Context: an optimization exercise on an open-source flow, tuned for small area, a short achievable clock period and few clock cycles per item. The choices shown serve that exercise and are no tape-out recipe. Function was checked by simulation only, so behaviour that the tests miss may differ from the original.

`design.v`:
```
module golay_parity (
    input  wire [11:0] m,
    output reg  [11:0] p
);
    localparam [143:0] A24 = {
        12'b011111111111, 12'b110001110110, 12'b100011101101, 12'b100111011010,
        12'b101110110100, 12'b111101101000, 12'b111011010001, 12'b110110100011,
        12'b101101000111, 12'b111010001110, 12'b110100011101, 12'b101000111011
    };
    integer c;
    always @(*) begin
        for (c = 0; c < 12; c = c + 1)
            p[c] = ^(m & A24[12*c +: 12]);
    end
endmodule
module golay_dec24 (
    input  wire [23:0] w,       
    output reg  [23:0] c,       
    output reg         fail     
);
    localparam [143:0] A24 = {
        12'b011111111111,    
        12'b110001110110,    
        12'b100011101101,    
        12'b100111011010,    
        12'b101110110100,    
        12'b111101101000,    
        12'b111011010001,    
        12'b110110100011,    
        12'b101101000111,    
        12'b111010001110,    
        12'b110100011101,    
        12'b101000111011     
    };
    function [11:0] mul_at;
        input [11:0] v;
        integer j;
        begin
            for (j = 0; j < 12; j = j + 1)
                mul_at[j] = ^(v & A24[12*j +: 12]);
        end
    endfunction
    function [3:0] weight;
        input [11:0] v;
        integer i;
        begin
            weight = 4'd0;
            for (i = 0; i < 12; i = i + 1)
                weight = weight + {3'd0, v[i]};
        end
    endfunction
    reg [11:0] s;       
    reg [11:0] sa;      
    reg [23:0] e;       
    reg        found;
    integer    j;
    always @(*) begin
        s     = w[11:0] ^ mul_at(w[23:12]);
        sa    = mul_at(s);
        e     = 24'd0;
        found = 1'b0;
        if (weight(s) <= 4'd3) begin
            e     = {12'd0, s};
            found = 1'b1;
        end else begin
            for (j = 11; j >= 0; j = j - 1) begin
                if (weight(s ^ A24[12*j +: 12]) <= 4'd2) begin
                    e     = 24'd0;
                    e[12 + j] = 1'b1;
                    e[11:0]   = s ^ A24[12*j +: 12];
                    found = 1'b1;
                end
            end
            if (!found) begin
                if (weight(sa) <= 4'd3) begin
                    e     = {sa, 12'd0};
                    found = 1'b1;
                end else begin
                    for (j = 11; j >= 0; j = j - 1) begin
                        if (weight(sa ^ A24[12*j +: 12]) <= 4'd2) begin
                            e     = 24'd0;
                            e[j]  = 1'b1;
                            e[23:12] = sa ^ A24[12*j +: 12];
                            found = 1'b1;
                        end
                    end
                end
            end
        end
        fail = !found;
        c    = found ? (w ^ e) : w;
    end
endmodule
module golay_codec (
    input  wire        clk,
    input  wire        rst,         
    input  wire        in_valid,
    output wire        in_ready,
    input  wire [1:0]  in_op,       
    input  wire [23:0] in_word,
    output reg         out_valid,
    input  wire        out_ready,
    output reg  [23:0] out_word,
    output reg         out_fail
);
    localparam OP_ENC24 = 2'd0;
    localparam OP_ENC23 = 2'd1;
    localparam OP_DEC24 = 2'd2;
    localparam OP_DEC23 = 2'd3;
    wire [11:0] msg = in_word[11:0];
    wire [11:0] parity;
    golay_parity u_parity (.m(msg), .p(parity));
    wire        ext_bit = ~(^in_word[22:0]);
    wire [23:0] dec_in  = (in_op == OP_DEC23) ? {ext_bit, in_word[22:0]} : in_word;
    wire [23:0] dec_out;
    wire        dec_fail;
    golay_dec24 u_dec (.w(dec_in), .c(dec_out), .fail(dec_fail));
    reg [23:0] result;
    reg        result_fail;
    always @(*) begin
        result_fail = 1'b0;
        case (in_op)
            OP_ENC24: result = {parity, msg};
            OP_ENC23: result = {1'b0, parity[10:0], msg};
            OP_DEC24: begin
                result      = dec_out;
                result_fail = dec_fail;
            end
            default: begin
                result      = {1'b0, dec_out[22:0]};
                result_fail = dec_fail;
            end
        endcase
    end
    assign in_ready = !out_valid || out_ready;
    always @(posedge clk) begin
        if (rst)
            out_valid <= 1'b0;
        else if (in_ready)
            out_valid <= in_valid;
    end
    always @(posedge clk) begin
        if (in_valid && in_ready) begin
            out_word <= result;
            out_fail <= result_fail;
        end
    end
endmodule
```
`run.sh`:
```
#!/bin/bash
# synth_recipe.tcl (not shown) runs the flow's synth.tcl, then flattens the netlist and writes it again
# the make line also repeats each setting of config.mk as NAME=value (left out here)
make -C /OpenROAD-flow-scripts/flow DESIGN_CONFIG=/design/flow/config.mk WORK_HOME=/design/flow/orfs CLKGATE_MAP_FILE= SYNTH_SCRIPT=/design/flow/synth_recipe.tcl finish
```
`config.mk`:
```
export PLATFORM = sky130hd
export DESIGN_NAME = golay_codec
export DESIGN_NICKNAME = golay_codec
export VERILOG_FILES = /design/flow/design.v
export SDC_FILE = /design/flow/constraint.sdc
export NUM_CORES = 4
export LEC_CHECK = 0
export CAP_MARGIN = 20
export CORE_MARGIN = 2
export CORE_UTILIZATION = 40
export SLEW_MARGIN = 20
```
`constraint.sdc`:
```
create_clock -name core_clock -period 10.0 [get_ports {clk}]
set_input_delay 2.0000 -clock core_clock [delete_from_list [all_inputs] [get_ports {clk}]]
set_output_delay 2.0000 -clock core_clock [all_outputs]
set_load 0.01 [all_outputs]
```
==> results.json <==
{
  "status": "complete, no violations",
  "routed_wl_mm": 40.2,
  "finalHoldViolations": 0,
  "fp.dieH_um": 174,
  "row_count": 62,
  "cts.sinks": 26,
  "diodes": 0,
  "postSynthAreaPerCell_um2": 9.14,
  "synth_warnings": 3,
  "ys.flop_type": "edfxtp_1",
  "critPathRequiredTime_ns": 10.02,
  "ant_nets": 0,
  "drv_cap": 0,
  "critPathCaptureType": "flop",
  "wl_met3_mm": 2.34,
  "worstMarginPinSlew_ns": 0.768,
  "drt_first_iter_violations": 686,
  "max_freq_mhz": 103,
  "crit_path_start_kind": "input pin",
  "rsz0062_at_grt": "yes",
  "ys_async_sr_fraction": 0,
  "gp_congestion": 1.00,
  "clock_latency_ns": 0.27,
  "path_clk_slew_ns": 0.07,
  "synth_top_area_cell": "fa_1",
  "die_x_um": 174,
  "slew_viol_final": 0,
  "firstDrtPassIters": 5,
  "areaGrowthSynthToFinish_pct": 33.8,
  "initial_core_util": 0.405,
  "drive_above_1_share": 0.261,
  "slowest_delay_ns": 0.57,
  "worstPathArrival_ns": 9.73,
  "holdBufCountCts": 0,
  "worst-path-buf-inv": 9,
  "clockBufferDepth": 2,
  "overflow": 0,
  "clockRootBuffer": "clkbuf_16",
  "io_pins": 57,
  "vias_per_cell": 5.21,
  "slew_headroom": 0.484,
  "antenna_found_initial": 0,
  "critPathMaxFanout": 7,
  "cpMaxStageDelayCell": "clkdlybuf4s50_1",
  "port_buffers": 56,
  "core_mm2": 0.0285,
  "syn_inst": 1264,
  "wl_met2_mm": 19.2,
  "htreeDepth": 1,
  "hpwl_mm": 34.6,
  "vias": 10300,
  "fin_crit_ns": 9.71,
  "critPathTopFamily": "adder cells",
  "dieArea_mm2": 0.0302,
  "wl_met1_mm": 17.1,
  "yosysUniqueCellTypes": 69,
  "synth-seq-area-share": 0.0667,
  "grt_pass1_vias": 10800,
  "syn_area_mm2": 0.0115,
  "routed.top_layer": "met4",
  "ys_ff_latch": 26,
  "fin_nets": 1903,
  "place_ws_ns": -0.538,
  "holdCritPathClass": "flop to flop",
  "whs_ns": 0.538,
  "crit_type": "input pin to flop",
  "cts_buffers": 3,
  "fin_worst_skew_ns": 0.00823,
  "tritoncts": "yes",
  "worst_slack_ns": 0.290,
  "synthesis.nets": 1571,
  "min_period_over_period": 0.971,
  "grt_pass1_wl_mm": 62.8,
  "setup_viol": 0,
  "fillers": 2613,
  "yosys-top-cells-area": "fa_1 31%, ha_1 11%, xnor2_1 8.8%",
  "grt_max_degree": 26,
  "drc": 0,
  "synth_top_area_frac": 0.310,
  "wire_per_inst_um": 20.3,
  "grt_usage": 0.272,
  "synth_edf_count": 25
}
==> what timing repair did <==
item	CTS	global route
cloned	0	0
pin swaps	2	29
setup buffers	2	13
gates resized for setup	9	73
endpoints found under the setup margin	13	24
==> kinds of logic after synthesis <==
| group | Yosys count | synth area share |
|---|---|---|
| fa+ha+maj | 277 | 0.416 |
| simple gates | 277 | 0.117 |
| buf+inv | 245 | 0.0828 |
| compound gates | 237 | 0.127 |
| xor+xnor | 191 | 0.181 |
| flops | 26 | 0.0667 |
| mux | 11 | 0.00975 |
==> worst min-delay path, cell delays in order, from the launching register on <==
cell and delay (ns):
dfxtp_1 0.31, nand2b_1 0.11, a21oi_1 0.08
==> metal layers <==
layer	global-route usage	vias to the layer above
met3	0.0308	88
met5	0	-
met2	0.463	367
met1	0.361	5055
li1	-	4801
met4	0.0942	0
==> stage by stage <==
step | area (um^2) | setup TNS [ns] | cells | util
2_1_floorplan | 11700 | -0.0582 | 1264 | -
3_3_place_gp | 14800 | -4.49 | 1960 | 0.520
3_5_place_dp | 14800 | -6.63 | 1960 | 0.520
4_1_cts | 15000 | -0.0229 | 1966 | 0.526
5_1_grt | 15500 | -0.254 | 1979 | 0.541
6_report | 15500 | 0 | 1979 | 0.541
==> cell usage after synthesis (all sizes together), types with 21 or more instances <==
cell,number
inv,201
fa,179
xnor2,124
ha,98
nor2,75
a21oi,69
o21ai,68
nand2,63
xor2,45
clkbuf,27
edfxtp,25
nor3,24
a31oi,22
nand3,21
xnor3,21
==> flip-flops by register name (all words and copies together) (netlist names) <==
signal and flops:
out_fail 1, out_valid 1, out_word 24
==> placed cells by master, fill, tap and decap left out, types with 9 or more instances in the layout <==
cell             count
edfxtp_1            25
and2_1              10
xnor2_4              9
nor2b_1             20
a31oi_1             17
nor3_1              21
o21ai_0             60
nand2b_1            19
buf_4              307
xnor2_1            100
fa_1               175
nand3_1             19
ha_1                96
clkdlybuf4s50_1     49
a211oi_1            11
or3_1               13
inv_1              195
xnor3_1             15
xnor2_2             15
xor2_1              35
nor2_1              72
nand2_1             62
a21oi_1             67
==> layout make-up <==
| cell class | count | area (um^2) | area share |
|---|---|---|---|
| Inverter | 201 | 768 | 0.0497 |
| Multi-Input combinational cell | 993 | 10300 | 0.668 |
| Timing Repair Buffer | 371 | 3000 | 0.194 |
| Tap cell | 384 | 480 | 0.0311 |
| Clock inverter | 1 | 30.0 | 0.00194 |
| Clock buffer | 3 | 75.1 | 0.00486 |
| Sequential cell | 26 | 771 | 0.0499 |
==> path summary, 6_finish.rpt <==
kind                            startpoint            to  slack [ns]  depth (start not counted)
worst min-delay path             out_valid     out_valid        0.54                          2
worst min register to register   out_valid     out_valid        0.54                          2
worst max-delay path            in_word[2]   out_word[6]        0.29                         33
worst max register to register   out_valid  out_word[23]        8.77                          3
Testbench counts, summed over its fixed seeds: cycles 16,008, items 16,000.

re-timing with driven ports:
In the flow no input, the clock included, has a driving cell. The finished layout below was timed again as built, in two steps. Step 1 (the two cells are an assumption about what drives the block):
set clk [get_ports {clk}]
set_driving_cell -lib_cell sky130_fd_sc_hd__clkbuf_16 $clk
set_driving_cell -lib_cell sky130_fd_sc_hd__buf_2 [delete_from_list [all_inputs] $clk]
Step 2 moves the port delays by t, midway between the first and last clock arrival at a register: inputs arrive t later, outputs are due t later. That takes back most of the time a late clock gives input paths. a / b / c = ideal ports / drivers / drivers and shift; a / b = the first two.
shift t [ns]: 0.311
setup WS [ns]: 0.290 / 0.286 / -0.025
worst setup path after step 2: input to register
cell pins on the clock port's net: 1
Met with ideal ports but missed after step 2: setup timing in this run. The setup slack of this run moves by -0.004 ns with the drivers and by -0.315 ns with both steps.
